From an optimization exercise on the open Yosys and OpenROAD flow, aimed at small area, a short achievable clock period and few clock cycles; shortcuts taken in it are not production practice.
In this exercise RTL edits were held to simulation tests only and were not proved equivalent to the original.
No activity file was given, so power comes from the tool's default toggle rates.

<file path="design/flow/design.v">
module simproc_core (
    input  wire        clk,
    input  wire        rst,           
    input  wire        has_words,     
    output wire        mem_en,
    output wire        mem_we,
    output wire [14:0] mem_addr,
    output wire [15:0] mem_wdata,
    input  wire [15:0] mem_rdata,
    output reg         halted,
    output reg         faulted,
    output reg  [2:0]  fault_cause,
    output wire [15:0] fault_value,
    output reg  [15:0] pc,
    output reg  [11:0] cycle_count,
    output wire        warn_valid,
    output wire [1:0]  warn_kind,
    output wire [15:0] warn_value,
    input  wire [2:0]  dbg_sel,
    output wire [15:0] dbg_data
);
    localparam [11:0] CYCLE_LIMIT = 12'd3000;
    localparam [2:0] F_PC    = 3'd1;
    localparam [2:0] F_LOAD  = 3'd2;
    localparam [2:0] F_STORE = 3'd3;
    localparam [2:0] F_LIMIT = 3'd5;
    localparam [2:0] S_FETCH = 3'd0;    
    localparam [2:0] S_EXEC  = 3'd1;    
    localparam [2:0] S_LOAD  = 3'd2;    
    localparam [2:0] S_MUL   = 3'd3;
    localparam [2:0] S_DIV   = 3'd4;
    reg [2:0]  state;
    reg [15:0] regs [0:7];
    reg [15:0] opx, opy, opb;    
    reg [2:0]  wrd;
    reg        mlt;              
    reg [2:0]  dcnt;
    wire running = !halted && !faulted;
    wire ex      = running && state == S_EXEC;
    wire [15:0] w     = mem_rdata;
    wire        fmt_i = w[15];
    wire [5:0]  opr   = w[14:9];
    wire [1:0]  opi   = w[14:13];
    wire [15:0] imm16 = {6'd0, w[9:0]};
    wire is_add   = !fmt_i && opr == 6'd0;
    wire is_sub   = !fmt_i && opr == 6'd1;
    wire is_mul   = !fmt_i && opr == 6'd2;
    wire is_div   = !fmt_i && opr == 6'd3;
    wire is_ceq   = !fmt_i && opr == 6'd4;
    wire is_cne   = !fmt_i && opr == 6'd5;
    wire is_load  = !fmt_i && opr == 6'd15;
    wire is_store = !fmt_i && opr == 6'd16;
    wire is_sys   = !fmt_i && opr == 6'd63;
    wire is_jmp   =  fmt_i && opi == 2'd0;
    wire is_jcond =  fmt_i && opi == 2'd1;
    wire is_badi  =  fmt_i && opi == 2'd2;
    wire is_mov   =  fmt_i && opi == 2'd3;
    wire is_badr  = !fmt_i && !(is_add || is_sub || is_mul || is_div || is_ceq ||
                                is_cne || is_load || is_store || is_sys);
    wire [15:0] a = regs[w[5:3]];
    wire [2:0]  b_sel = running ? w[2:0] : dbg_sel;
    wire [15:0] b = regs[b_sel];
    assign dbg_data = b;
    wire [7:0] nz;
    genvar gi;
    generate
        for (gi = 0; gi < 8; gi = gi + 1) begin : g_nz
            assign nz[gi] = |regs[gi];
        end
    endgenerate
    wire taken  = is_jmp || (is_jcond && nz[w[12:10]]);
    wire ldst   = is_load || is_store;
    wire halt_i = is_sys && !nz[0];
    assign mem_en    = running;
    assign mem_we    = ex && is_store && !a[15];
    wire   near_ldst = !fmt_i && !opr[5] && (opr[4] || opr[3]);
    wire   sel_a     = ex && near_ldst;
    wire   sel_imm   = ex && fmt_i && !opi[1];
    assign mem_addr  = ({15{sel_a}} & a[14:0]) | ({15{sel_imm}} & {5'd0, w[9:0]}) |
                       ({15{!sel_a && !sel_imm}} & pc[14:0]);
    assign mem_wdata = b;
    assign warn_valid = ex && (is_badr || is_badi || (is_sys && nz[0]));
    assign warn_kind  = is_sys ? 2'd3 : fmt_i ? 2'd2 : 2'd1;
    assign warn_value = is_sys ? regs[0] : fmt_i ? 16'd2 : {10'd0, opr};
    assign fault_value = (fault_cause == F_LIMIT) ? {4'd0, CYCLE_LIMIT} :
                         (fault_cause == F_PC)    ? pc : opx;
    wire        subm   = w[9] | w[10];
    wire [16:0] addsub = {1'b0, a} + {1'b0, subm ? ~b : b} + {16'd0, subm};
    wire        a_lt_b = !addsub[16];
    wire        a_lt_2b = {1'b0, a} < {b, 1'b0};
    wire        eq     = a == b;
    wire        b_zero = !(|b);
    wire [15:0] ex_res = fmt_i  ? imm16 :
                         opr[2] ? {15'd0, eq ^ opr[0]} :
                         opr[1] ? {15'd0, opr[0] && div_one} : addsub[15:0];
    wire ex_wr  = is_add || is_sub || is_ceq || is_cne || is_mov || is_div;
    wire [2:0] ex_wa = fmt_i ? w[12:10] : w[8:6];
    wire div_quick = b_zero || a_lt_2b;
    wire div_one   = !b_zero && !a_lt_b;
    wire [15:0] mcand = mlt ? opb : opx;
    wire [15:0] mplr  = mlt ? opx : opb;
    wire [15:0] pp0 = mplr[0] ? mcand : 16'd0;
    wire [15:0] pp1 = mplr[1] ? {mcand[14:0], 1'b0} : 16'd0;
    wire [15:0] pp2 = mplr[2] ? {mcand[13:0], 2'd0} : 16'd0;
    wire [15:0] pp3 = mplr[3] ? {mcand[12:0], 3'd0} : 16'd0;
    wire [15:0] prod = opy + pp0 + pp1 + pp2 + pp3;
    wire        mul_last = !(|mplr[15:4]);
    wire [17:0] r4 = {opy, opx[15:14]};
    wire [18:0] t2 = {1'b0, r4} - {2'd0, opb, 1'b0};
    wire        q1 = !t2[18];
    wire [17:0] u  = q1 ? t2[17:0] : r4;
    wire [18:0] t1 = {1'b0, u} - {3'd0, opb};
    wire        q0 = !t1[18];
    wire [15:0] r2 = q0 ? t1[15:0] : u[15:0];
    wire [1:0]  qd = {q1, q0};
    wire [15:0] q2 = {opx[13:0], qd};
    wire [15:0] pc_next = taken ? imm16 : pc;
    wire [15:0] pc_inc  = pc + 16'd1;
    wire [15:0] pc_cont = taken ? {5'd0, {1'b0, w[9:0]} + 11'd1} : pc_inc;
    wire        at_limit = cycle_count == CYCLE_LIMIT;
    wire fin_ld  = state == S_LOAD;
    wire fin_mul = state == S_MUL && mul_last;
    wire fin_div = state == S_DIV && dcnt == 3'd0;
    wire        rf_we = running && ((state == S_EXEC && ex_wr) || fin_ld || fin_mul || fin_div);
    wire [2:0]  rf_wa = (state == S_EXEC) ? ex_wa : wrd;
    wire [15:0] rf_wd = (state == S_EXEC) ? ex_res :
                        (state == S_LOAD) ? mem_rdata :
                        (state == S_MUL)  ? prod : q2;
    wire [15:0] rf_d  = rf_wd & {16{!rst}};
    genvar gr;
    generate
        for (gr = 0; gr < 8; gr = gr + 1) begin : g_rf
            always @(posedge clk)
                if (rst || (rf_we && rf_wa == gr))
                    regs[gr] <= rf_d;
        end
    endgenerate
    always @(posedge clk)
        opy <= (state == S_MUL) ? prod : (state == S_DIV) ? r2 : 16'd0;
    always @(posedge clk) begin
        if (rst) begin
            state       <= S_FETCH;
            pc          <= 16'd1;
            cycle_count <= 12'd0;
            halted      <= !has_words;
            faulted     <= 1'b0;
            fault_cause <= 3'd0;
        end else if (running) begin
            case (state)
                S_FETCH: begin
                    if (pc[15]) begin
                        faulted     <= 1'b1;
                        fault_cause <= F_PC;
                    end else begin
                        pc    <= pc + 16'd1;
                        state <= S_EXEC;
                    end
                end
                S_EXEC: begin
                    opx <= a;
                    opb <= b;
                    mlt <= a_lt_b;
                    wrd <= w[8:6];
                    dcnt <= 3'd7;
                    if (is_load && !a[15]) begin
                        state <= S_LOAD;
                    end else if (is_mul) begin
                        state <= S_MUL;
                    end else if (is_div && !div_quick) begin
                        state <= S_DIV;
                    end else begin
                        cycle_count <= cycle_count + 12'd1;
                        if (ldst && a[15]) begin
                            faulted     <= 1'b1;
                            fault_cause <= is_load ? F_LOAD : F_STORE;
                        end else if (halt_i) begin
                            halted <= 1'b1;
                        end else if (at_limit) begin
                            faulted     <= 1'b1;
                            fault_cause <= F_LIMIT;
                            pc          <= pc_next;
                        end else if (near_ldst || (is_jcond && !taken)) begin
                            state <= S_FETCH;
                        end else if (!taken && pc[15]) begin
                            faulted     <= 1'b1;
                            fault_cause <= F_PC;
                            pc          <= pc_next;
                        end else begin
                            pc <= pc_cont;
                        end
                    end
                end
                default: begin    
                    if (state == S_DIV) begin
                        opx  <= q2;
                        dcnt <= dcnt - 3'd1;
                    end
                    if (state == S_MUL) begin
                        opx <= {mcand[11:0], 4'd0};
                        opb <= {4'd0, mplr[15:4]};
                        mlt <= 1'b0;
                    end
                    if (fin_ld || fin_mul || fin_div) begin
                        cycle_count <= cycle_count + 12'd1;
                        if (at_limit) begin
                            faulted     <= 1'b1;
                            fault_cause <= F_LIMIT;
                        end else if (pc[15]) begin
                            faulted     <= 1'b1;
                            fault_cause <= F_PC;
                        end else begin
                            pc    <= pc + 16'd1;
                            state <= S_EXEC;
                        end
                    end
                end
            endcase
        end
    end
endmodule
</file>
<file path="design/flow/flow/run.sh">
#!/bin/bash
# The standard layout, with two changes:
# - every port is buffered by a sky130_fd_sc_hd__buf_1 (the standard flow lets
#   the resizer pick the port buffer, and it picks a delay cell); timing
#   repair then resizes the port buffers that need it;
# - clock tree synthesis inserts no dummy loads, and clusters up to 20 sinks
#   within 100 um per leaf buffer.
set -euo pipefail
export BUFFER_PORTS_ARGS="-buffer_cell sky130_fd_sc_hd__buf_1"
export CTS_ARGS="-sink_clustering_enable -repair_clock_nets -dont_use_dummy_load -sink_clustering_size 20 -sink_clustering_max_diameter 100"
bash standard.sh > standard.log 2>&1
</file>
<file path="design/flow/standard.sh">
#!/bin/bash
# synth_recipe.tcl (not shown) runs the flow's synth.tcl, then flattens the netlist and writes it again
# the make line also repeats each setting of config.mk as NAME=value (left out here)
make -C /OpenROAD-flow-scripts/flow DESIGN_CONFIG=/design/flow/config.mk WORK_HOME=/design/flow/orfs CLKGATE_MAP_FILE= SYNTH_SCRIPT=/design/flow/synth_recipe.tcl "${@:-finish}"
</file>
<file path="design/flow/config.mk">
export PLATFORM = sky130hd
export DESIGN_NAME = simproc_core
export DESIGN_NICKNAME = simproc_core
export VERILOG_FILES = /design/flow/design.v
export SDC_FILE = /design/flow/constraint.sdc
export NUM_CORES = 4
export LEC_CHECK = 0
export ABC_AREA = 1
export CAP_MARGIN = 20
export CORE_MARGIN = 2
export CORE_UTILIZATION = 50
export PLACE_DENSITY = 0.7
export SETUP_SLACK_MARGIN = 3.8
export SLEW_MARGIN = 20
</file>
<file path="design/flow/constraint.sdc">
create_clock -name core_clock -period 10.0 [get_ports {clk}]
set_input_delay 2.0000 -clock core_clock [delete_from_list [all_inputs] [get_ports {clk}]]
set_output_delay 2.0000 -clock core_clock [all_outputs]
set_load 0.01 [all_outputs]
</file>
==> results.py, run 1 <==
metrics = {
    "grt": {
        "grt.total_usage_pct": 38.15,
        "grt_pass1_wl_um": 111400,
        "grt_pass1_vias": 18080,
        "grt_max_degree": 65,
        "grt_antenna_before_repair": 2,
        "overflow": 0,
    },
    "finish": {
        "final_common_cell": "nand2_1",
        "fill_cells": 3710,
        "diodes": 0,
        "fin_nets": 2919,
        "syn_to_final_growth_pct": 8.892,
        "final_cell_mix": "561 x nand2_1, 415 x inv_1, 334 x nor2_1",
        "final_cells": 3280,
        "drive_gt1_share_pct": 6.320,
        "utilization_pct": 54.94,
    },
    "clock_network": {
        "cts_buffers": 16,
        "h-tree-depth": 1,
        "cts_num_sinks": 219,
        "path_clk_slew_ns": 0.08,
        "clk_path_buf_depth": 3,
        "ctsHoldBuffers": 0,
        "clkLatencyLatePin_ns": 0.54,
        "clock_tree.root_cell": "clkbuf_16",
        "cts_tree": "yes",
    },
    "floorplanning": {
        "die_area_sq_mm": 0.03931,
        "rows": 71,
        "ioPinCount": 139,
        "dieWidth_um": 198.3,
        "die_h_um": 198.3,
        "initial_utilization_pct": 50.45,
        "core_sq_mm": 0.03740,
    },
    "placement": {
        "portBuffers": 138,
        "dp_cells": 3249,
        "place_congestion": 1.020,
        "hpwl_um": 60300,
    },
    "routing": {
        "drt-total-wl_um": 76030,
        "ant_nets": 0,
        "wl_per_cell_um": 23.18,
        "vias": 19540,
        "first_iter_violations": 2120,
        "firstDrtPassIters": 8,
        "avgViaCountPerCell": 5.956,
        "drc": 0,
    },
    "pwr": {
        "power.density_mw_per_mm2": 174.5,
        "combPwrFrac_pct": 47.9,
        "p_leak_nw": 9.191,
        "p_int_w": 0.001914,
        "pwr-share-clk_pct": 17.3,
        "vdd.ir_drop.worst_v": 0.0001648,
        "power.net_switching_w": 0.001671,
        "swShare_pct": 46.60,
        "seqPwrFrac_pct": 34.8,
    },
    "timing": {
        "worst_slew_pin_slew_ns": 1.013,
        "slew_headroom_pct": 32.19,
        "setup_tns_ns": 0,
        "setup_viol": 0,
        "clock_skew_ns": 0.04295,
        "rsz0062_at_grt": "true",
        "min_period_ns": 6.225,
        "clock.fmax_ghz": 0.1606,
        "period_share_pct": 62.25,
        "hold_violations": 0,
        "slew_violations": 0,
        "holdWs_ns": 0.5055,
    },
    "synth": {
        "yosysTopAreaCellShare_pct": 26.74,
        "synth.top_cells.by_area": "edfxtp_1 27%, nand2_1 11%, inv_1 8.5%",
        "synth_fp_nets": 2819,
        "synth_edf_count": 168,
        "syn_inst": 2671,
        "synth-seq-area-share_pct": 32.15,
        "yosysWarnings": 2,
        "yosysUniqueCellTypes": 55,
        "synth-main-ff-cell": "edfxtp_1",
        "netlist_area_sq_mm": 0.01887,
        "yosys.area.top_type": "edfxtp_1",
        "synth.avg_cell_area_sq_um": 7.065,
        "async_flop_share_pct": 0,
        "ys_ff_latch": 219,
    },
    "status": {
        "status": "finished clean",
    },
    "flow_run": {
        "maxCapViolCount": 0,
    },
    "setup_path": {
        "crit_required_ns": 8.00,
        "max_stage_delay_ns": 0.43,
        "crit_arrival_ns": 4.22,
        "crit_path_cell_trace": "buf_1, nand2_1, nor2_1, nand2_1, nor2_1, inv_1, o22ai_1, buf_1",
        "cp-end-kind": "output pin",
        "crit_type": "in2out",
        "crit_fanout": 16,
        "start_kind": "input port",
        "crit_slowest_cell": "o22ai_1",
    },
    "min_path": {
        "hold_class": "reg2reg",
    },
}
## registers in the layout, summed over array words and instances (netlist names)
| signal | flops |
|---|---|
| regs | 128 |
| opb | 16 |
| opx | 16 |
| opy | 16 |
| pc | 16 |
| cycle_count | 12 |
| dcnt | 3 |
| fault_cause | 3 |
| state | 3 |
| wrd | 3 |
| faulted | 1 |
| halted | 1 |
| mlt | 1 |
## path summary, 6_finish.rpt
check,start,end,depth (start not counted),slack (ns)
max,mem_rdata[11],warn_value[0],8,3.78
min,cycle_count[4]$_SDFFE_PP0P_,cycle_count[4]$_SDFFE_PP0P_,2,0.51
max reg2reg,mlt$_SDFFCE_PN0P_,regs[7][15]$_DFFE_PP_,33,4.21
min reg2reg,cycle_count[4]$_SDFFE_PP0P_,cycle_count[4]$_SDFFE_PP0P_,2,0.51
## repair_timing
| action | 4_1_cts | 5_1_grt |
|---|---|---|
| pin swaps | 1 | 7 |
| endpoints found under the setup margin | 87 | 85 |
| resized for setup | 43 | 32 |
| setup buffers | 6 | 7 |
## area by class of cell
type	instances	area, sq um	area share, %
Clock buffer	16	400.4	1.949
Timing Repair Buffer	181	885.9	4.311
Inverter	442	1679	8.172
Tap cell	511	639.4	3.112
Multi-Input combinational cell	1911	10880	52.94
Sequential cell	219	6066	29.52
## power by group through the flow
stage	combinational [W]	clock, W	sequential (W)
2_1_floorplan	0.00113	0	0.00121
3_3_place_gp	0.00163	0	0.00126
3_5_place_dp	0.00163	0	0.00126
4_1_cts	0.00165	0.000629	0.00124
5_1_grt	0.00188	0.000653	0.00125
6_report	0.00172	0.000621	0.00125
## per-layer routing
layer  GRT usage [%]  wire length, um
met1           48.84            29470
met2           60.95            34140
met3           6.047             7021
met4           22.67             5401
met5               0                0
## per-stage QoR
step | power [W] | cell area, sq um | setup WS (ns)
2_1_floorplan | 0.002345 | 18870 | 4.495
3_3_place_gp | 0.002884 | 19730 | 2.946
3_5_place_dp | 0.002891 | 19740 | 2.763
4_1_cts | 0.003523 | 20350 | 3.758
5_1_grt | 0.003785 | 20550 | 3.793
6_report | 0.003585 | 20550 | 3.775
## Yosys cell counts, drive strengths merged, types with 3 or more instances
library cell and n:
a211oi 12, a21boi 3, a21o 5, a21oi 150, a221oi 5, a22oi 12, a31oi 8, buf 42
clkbuf 57, clkinv 9, dfxtp 51, edfxtp 168, fa 43, ha 83, inv 433, nand2 577
nand3 123, nand3b 6, nand4 46, nor2 346, nor3 41, nor4 24, o211ai 13, o21a 3
o21ai 238, o21bai 4, o221ai 15, o22ai 62, or2 8, xnor2 10, xor2 60
## cells by family (layout without fill, tap and decap cells)
family	count (synthesis)	after routing	share of synthesized area [%]
and+or+nand+nor	1172	1172	26.72
xor gates and xnor gates	70	70	3.249
adders and majority gates	126	126	10.07
AOI/OAI and AO/OA	541	541	16.17
muxes	2	2	0.1193
DFF	219	219	32.15
buffers and inverters	541	639	11.53
## worst max-delay path: cells and delay by family
family                 cells  cell delay [ns]
AOI/OAI and AO/OA          1             0.43
and+or+nand+nor            4             0.93
buffers and inverters      3             0.86
Testbench counts, summed over its fixed seeds: cycles 245,060.
==> inputs of run 2 (changes only) <==
--- a/design/flow/design.v
+++ b/design/flow/design.v
@@ -34,3 +34,3 @@
     reg [15:0] opx, opy, opb;    
-    reg [2:0]  wrd;
+    reg [2:0]  wrd;              
     reg        mlt;              
--- a/design/flow/config.mk
+++ b/design/flow/config.mk
@@ -10,5 +10,5 @@
 export CORE_MARGIN = 2
-export CORE_UTILIZATION = 50
-export PLACE_DENSITY = 0.7
-export SETUP_SLACK_MARGIN = 3.8
+export CORE_UTILIZATION = 40
+export PLACE_DENSITY = 0.6
+export SETUP_SLACK_MARGIN = 4.2
 export SLEW_MARGIN = 20
==> run 2 against run 1 <==
Still clean on timing, DRC and antenna. Sequential power about the same. Total power up 5.3%. Clock skew up 0.029 ns. Utilization down 7.8 points. Largest power group unchanged.
==> results.py, run 2 <==
metrics = {
    "status": {
        "status": "finished clean",
    },
    "synth": {
        "post-synth-top-count-cell": "nand2_1",
        "synth-main-ff-cell": "edfxtp_1",
        "synth_edf_count": 168,
        "synth-seq-area-share_pct": 32.15,
        "yosysUniqueCellTypes": 55,
        "async_flop_share_pct": 0,
        "synth.avg_cell_area_sq_um": 7.065,
        "syn_inst": 2671,
        "synth.top_cells.by_area": "edfxtp_1 27%, nand2_1 11%, inv_1 8.5%",
        "yosysWarnings": 2,
        "netlist_area_sq_mm": 0.01887,
        "yosys.area.top_type": "edfxtp_1",
        "yosysTopAreaCellShare_pct": 26.74,
        "synth_fp_nets": 2819,
        "ys_ff_latch": 219,
        "synth_common_cells": "563 x nand2_1, 425 x inv_1, 341 x nor2_1",
    },
    "floorplanning": {
        "dieWidth_um": 221.2,
        "die_area_sq_mm": 0.04893,
        "core_sq_mm": 0.04656,
        "initial_utilization_pct": 40.53,
        "rows": 79,
        "die_h_um": 221.2,
        "ioPinCount": 139,
    },
    "routing": {
        "ant_nets": 0,
        "avgViaCountPerCell": 5.729,
        "wl_per_cell_um": 24.04,
        "first_iter_violations": 2182,
        "drt-total-wl_um": 83160,
        "vias": 19820,
        "firstDrtPassIters": 7,
        "drc": 0,
    },
    "placement": {
        "dp_cells": 3351,
        "portBuffers": 138,
        "place_congestion": 1.022,
        "hpwl_um": 63870,
    },
    "setup_path": {
        "crit_buf_inv": 5,
        "max_stage_delay_ns": 0.22,
        "crit_arrival_ns": 3.81,
        "crit_start": "mem_rdata[12]",
        "crit_path_cell_trace": "buf_1, buf_4, nand2_1, nor2_2, nand2_1, nor2_2, clkinvlp_4, buf_12, o22ai_2, buf_1",
        "cp-end-kind": "output pin",
        "crit_type": "in2out",
        "crit_fanout": 16,
        "crit_required_ns": 8.00,
        "crit_family": "buffers and inverters",
        "start_kind": "input port",
        "crit_slowest_cell": "buf_4",
        "reg2reg_from": "mlt$_SDFFCE_PN0P_",
    },
    "grt": {
        "grt_max_degree": 75,
        "grt.total_usage_pct": 32.22,
        "grt_antenna_before_repair": 2,
        "overflow": 0,
        "grt_pass1_vias": 18540,
        "grt_pass1_wl_um": 119500,
    },
    "finish": {
        "largest_register_ffs": 128,
        "final_common_cell": "nand2_1",
        "syn_to_final_growth_pct": 16.28,
        "top_register": "regs",
        "diodes": 0,
        "drive_gt1_share_pct": 12.03,
        "fin_nets": 3002,
        "final_cell_mix": "550 x nand2_1, 401 x inv_1, 327 x nor2_1",
        "final_cells": 3459,
    },
    "min_path": {
        "hold_class": "reg2reg",
        "hp-start": "state[1]$_SDFFE_PP0P_",
    },
    "clock_network": {
        "clock_tree.root_cell": "clkbuf_16",
        "ctsHoldBuffers": 0,
        "cts_num_sinks": 219,
        "clkLatencyLatePin_ns": 0.56,
        "clk_path_buf_depth": 3,
        "h-tree-depth": 1,
        "cts_buffers": 17,
        "path_clk_slew_ns": 0.07,
        "cts_tree": "yes",
    },
    "timing": {
        "period_share_pct": 58.06,
        "hold_violations": 0,
        "setup_viol": 0,
        "rsz0062_at_grt": "true",
        "clock.fmax_ghz": 0.1722,
        "min_period_ns": 5.806,
        "worst_slew_pin_slew_ns": 0.9452,
        "slew_violations": 0,
        "slew_headroom_pct": 36.32,
        "setup_tns_ns": 0,
        "clock_skew_ns": 0.07201,
    },
    "flow_run": {
        "maxCapViolCount": 0,
    },
    "pwr": {
        "vdd.ir_drop.worst_v": 0.0001189,
        "p_leak_nw": 9.765,
        "power.density_mw_per_mm2": 172.1,
    },
}
## run 2: worst min-delay path: stages (launching register included)
cell     delay (ns)
dfxtp_1        0.34
nand2_1        0.08
a21oi_1        0.05
## run 2: area by class of cell
type / instances / area (sq um)
Timing Repair Buffer: 259 / 1637
Tap cell: 607 / 759.5
Inverter: 442 / 1714
Fill cell: 4752 / 24610
Clock buffer: 17 / 425.4
Sequential cell: 219 / 6066
Multi-Input combinational cell: 1915 / 11340
## run 2: cell families after synthesis
group,Yosys count,share of synthesized area (%)
and+or+nand+nor,1172,26.72
AOI/OAI and AO/OA,541,16.17
buffers and inverters,541,11.53
DFF,219,32.15
adders and majority gates,126,10.07
xor gates and xnor gates,70,3.249
muxes,2,0.1193
## run 2: worst paths after layout
| kind | endpoint | slack [ns] | cells after the start |
|---|---|---|---|
| worst min-delay path | state[1]$_SDFFE_PP0P_ | 0.51 | 2 |
| worst min register to register | state[1]$_SDFFE_PP0P_ | 0.51 | 2 |
| worst max register to register | regs[7][14]$_DFFE_PP_ | 4.46 | 27 |
| worst max-delay path | warn_value[0] | 4.19 | 10 |
## run 2: timing repair
action                     4_1_cts  5_1_grt
cloned                           0        5
setup endpoints to repair      187      128
buffers inserted                37       49
resized for setup              126       99
pin swaps                       19       39
## run 2: through the flow
stage | hold slack [ns] | worst slack, ns | util (%) | cell area (sq um) | total power (W)
finish | 0.5102 | 4.194 | 47.13 | 21940 | 0.003776
global route | 0.5368 | 4.176 | 47.13 | 21940 | 0.003978
CTS | 0.5051 | 4.173 | 45.45 | 21160 | 0.003644
detailed placement | 0.4946 | 2.693 | 42.76 | 19910 | 0.002922
global placement | 0.4817 | 2.623 | 42.72 | 19890 | 0.002920
floorplan | 0.4522 | 4.495 | - | 18870 | 0.002345
## run 2: power breakdown
group / switching [W] / total [W] / internal, W
clock: 0.000351 / 0.000654 / 0.000303
sequential: 0.000124 / 0.00125 / 0.00112
combinational: 0.00129 / 0.00188 / 0.000589
total: 0.00176 / 0.00378 / 0.00201
## run 2: layer usage
layer,up-vias,track usage (%),wire length (um)
met5,-,0,19
met4,4,16.71,5309
met3,249,5.537,6861
met2,1025,52.00,37830
met1,9352,41.42,33140
li1,9186,-,-
Testbench counts of run 2, summed over its fixed seeds: cycles 245,060.
==> inputs of run 3 (changes only) <==
--- a/design/flow/config.mk
+++ b/design/flow/config.mk
@@ -12,3 +12,3 @@
 export PLACE_DENSITY = 0.6
-export SETUP_SLACK_MARGIN = 4.2
+export SETUP_SLACK_MARGIN = 4.0
 export SLEW_MARGIN = 20
==> run 3 against run 2 <==
Still clean on timing, DRC and antenna. Combinational power shrank 5%. Register-to-register slack lost 0.13 ns. Clock power shrank 0.8%. Non-clock buffer count shrank 49. Worst hold slack lost 0.0069 ns. Sequential power is essentially flat. Largest cell class unchanged.
==> results.py, run 3 <==
metrics = {
    "status": {
        "status": "finished clean",
    },
    "synth": {
        "yosysTopAreaCellShare_pct": 26.74,
        "synth.top_cells.by_area": "edfxtp_1 27%, nand2_1 11%, inv_1 8.5%",
        "syn_inst": 2671,
        "synth_edf_count": 168,
        "netlist_area_sq_mm": 0.01887,
        "synth_fp_nets": 2819,
        "yosys.area.top_type": "edfxtp_1",
        "post-synth-top-count-cell": "nand2_1",
        "async_flop_share_pct": 0,
        "synth-seq-area-share_pct": 32.15,
        "yosysWarnings": 2,
        "yosysUniqueCellTypes": 55,
        "synth_common_cells": "563 x nand2_1, 425 x inv_1, 341 x nor2_1",
        "synth-main-ff-cell": "edfxtp_1",
        "synth.avg_cell_area_sq_um": 7.065,
        "ys_ff_latch": 219,
    },
    "floorplanning": {
        "core_sq_mm": 0.04656,
        "rows": 79,
        "die_area_sq_mm": 0.04893,
        "ioPinCount": 139,
        "initial_utilization_pct": 40.53,
        "die_h_um": 221.2,
        "dieWidth_um": 221.2,
    },
    "routing": {
        "wl_per_cell_um": 23.91,
        "ant_nets": 0,
        "firstDrtPassIters": 7,
        "first_iter_violations": 2167,
        "drt-total-wl_um": 81500,
        "vias": 19460,
        "drc": 0,
        "avgViaCountPerCell": 5.708,
    },
    "clock_network": {
        "ctsHoldBuffers": 0,
        "cts_buffers": 17,
        "clkLatencyLatePin_ns": 0.55,
        "clk_path_buf_depth": 3,
        "h-tree-depth": 1,
        "clock_tree.root_cell": "clkbuf_16",
        "cts_num_sinks": 219,
        "path_clk_slew_ns": 0.07,
        "cts_tree": "yes",
    },
    "pwr": {
        "vdd.ir_drop.worst_v": 0.0001191,
        "power.density_mw_per_mm2": 173.6,
        "combPwrFrac_pct": 48.6,
        "swShare_pct": 46.81,
        "power.net_switching_w": 0.001724,
        "p_int_w": 0.001959,
        "seqPwrFrac_pct": 33.8,
        "pwr-share-clk_pct": 17.6,
        "p_leak_nw": 9.418,
    },
    "placement": {
        "portBuffers": 138,
        "hpwl_um": 63870,
        "place_congestion": 1.022,
        "dp_cells": 3351,
    },
    "timing": {
        "rsz0062_at_grt": "true",
        "clock.fmax_ghz": 0.1681,
        "slew_violations": 0,
        "hold_violations": 0,
        "setup_tns_ns": 0,
        "slew_headroom_pct": 40.85,
        "clock_skew_ns": 0.06475,
        "min_period_ns": 5.949,
        "worst_slew_pin_slew_ns": 0.8840,
        "period_share_pct": 59.49,
        "setup_viol": 0,
    },
    "setup_path": {
        "crit_type": "in2out",
        "start_kind": "input port",
        "crit_buf_inv": 5,
        "crit_arrival_ns": 3.95,
        "crit_slowest_cell": "nor2_1",
        "cp-end-kind": "output pin",
        "crit_fanout": 16,
        "crit_required_ns": 8.00,
        "max_stage_delay_ns": 0.28,
        "crit_path_cell_trace": "buf_1, buf_4, nand2_1, nor2_1, nand2_1, nor2_1, clkinvlp_4, buf_12, o22ai_2, buf_1",
        "crit_family": "simple AND/OR/NAND/NOR gates",
    },
    "finish": {
        "top_register": "regs",
        "fill_cells": 4803,
        "syn_to_final_growth_pct": 12.46,
        "largest_register_ffs": 128,
        "final_cell_mix": "557 x nand2_1, 407 x inv_1, 331 x nor2_1",
        "drive_gt1_share_pct": 8.637,
        "fin_nets": 2952,
        "diodes": 0,
        "final_common_cell": "nand2_1",
        "final_cells": 3409,
    },
    "grt": {
        "grt_pass1_vias": 18350,
        "overflow": 0,
        "grt_max_degree": 75,
        "grt_pass1_wl_um": 118500,
        "grt_antenna_before_repair": 1,
        "grt.total_usage_pct": 31.94,
    },
    "flow_run": {
        "maxCapViolCount": 0,
    },
    "min_path": {
        "hold_class": "reg2reg",
    },
}
[run 3: area by class of cell]
| type | count | area, sq um | area share [%] |
|---|---|---|---|
| well taps | 607 | 759.5 | 3.579 |
| multi-input cells | 1914 | 11100 | 52.31 |
| flip-flops and latches | 219 | 6066 | 28.58 |
| clock buffers | 17 | 425.4 | 2.005 |
| inverters | 442 | 1698 | 8.001 |
| repair buffers | 210 | 1171 | 5.519 |
[run 3: kinds of logic after synthesis]
kind of cell               count (synthesis)  share of synthesized area [%]
AOI/OAI and AO/OA                        541                          16.17
xor gates and xnor gates                  70                          3.249
adders and majority gates                126                          10.07
buffers and inverters                    541                          11.53
DFF                                      219                          32.15
muxes                                      2                         0.1193
and+or+nand+nor                         1172                          26.72
[run 3: path summary, 6_finish.rpt]
kind	startpoint	end	slack [ns]	cells after the start
worst max-delay path	mem_rdata[12]	warn_value[4]	4.05	10
worst min-delay path	state[1]$_SDFFE_PP0P_	state[1]$_SDFFE_PP0P_	0.50	2
worst max register to register	mlt$_SDFFCE_PN0P_	regs[7][14]$_DFFE_PP_	4.33	26
worst min register to register	state[1]$_SDFFE_PP0P_	state[1]$_SDFFE_PP0P_	0.50	2
[run 3: per-layer routing]
| layer | wire [um] | GRT usage, % |
|---|---|---|
| met3 | 6716 | 5.245 |
| met1 | 32790 | 41.23 |
| met2 | 36880 | 51.63 |
| met4 | 5100 | 16.37 |
| met5 | 13 | 0 |
[run 3: worst reg2reg max path, cell delays in order (launching register included)]
cell	delay, ns
edfxtp_1	0.36
buf_8	0.28
o21ai_1	0.27
inv_2	0.17
buf_12	0.13
nand2_1	0.07
fa_1	0.53
inv_1	0.06
fa_1	0.52
inv_1	0.05
fa_1	0.52
inv_1	0.04
ha_1	0.34
inv_1	0.09
nor3_1	0.17
nand2_1	0.07
o211ai_1	0.14
nand2_1	0.09
a21oi_1	0.26
a21oi_1	0.12
o21ai_0	0.22
xor2_1	0.18
nand2_1	0.14
nand3b_1	0.14
o21ai_0	0.19
a21oi_4	0.22
buf_12	0.14
[run 3: timing repair]
action | in CTS | in global routing
cloned | 0 | 3
resized for setup | 75 | 56
endpoints found under the setup margin | 126 | 119
pin swaps | 6 | 12
buffers inserted | 13 | 25
[run 3: metrics by stage]
step	utilization [%]	hold slack, ns	total power (W)	worst slack, ns	area (sq um)
detailed placement	42.76	0.4946	0.002922	2.693	19910
global route	45.58	0.5368	0.003896	3.972	21220
CTS	44.56	0.5051	0.003605	3.928	20750
global placement	42.72	0.4817	0.002920	2.623	19890
finish	45.58	0.5033	0.003683	4.051	21220
floorplan	-	0.4522	0.002345	4.495	18870
[run 3: power groups by stage]
stage	clock network, W	registers [W]	logic, W
after floorplan	0	0.00121	0.00113
after global placement	0	0.00126	0.00166
after detailed placement	0	0.00126	0.00166
after CTS	0.000661	0.00124	0.00171
after global routing	0.000691	0.00125	0.00195
final	0.000649	0.00124	0.00179

## afterwards: timing with drivers on the ports
In the flow no input, the clock included, has a driving cell. The finished layouts below were timed again as built, in two steps.
Step 1: set_driving_cell puts a clkbuf_16 on clk and a buf_2 on each other input, an assumption about the parent block.
Step 2 adds t to the input delays and takes it off the output delays; t is the mean of the earliest and latest rising clock arrival at the registers after step 1. Input paths then give back, and output paths get back, about the clock's delay inside the block.
a / b / c = ideal / step 1 / step 2; a / b = the first two.
run | t, ns | setup slack, ns | worst setup path after step 2 | worst slew at a driven data input, ns
run 1 | 0.573 | 3.775 / 3.749 / 3.449 | input to register | 0.08
run 2 | 0.581 | 4.194 / 4.102 / 3.839 | input to register | 0.12
run 3 | 0.576 | 4.051 / 3.962 / 3.581 | input to register | 0.09
After both steps every run listed still meets setup and hold. The setup slack of run 3, which loses most, moves by -0.089 ns with the drivers and by -0.470 ns with both steps.
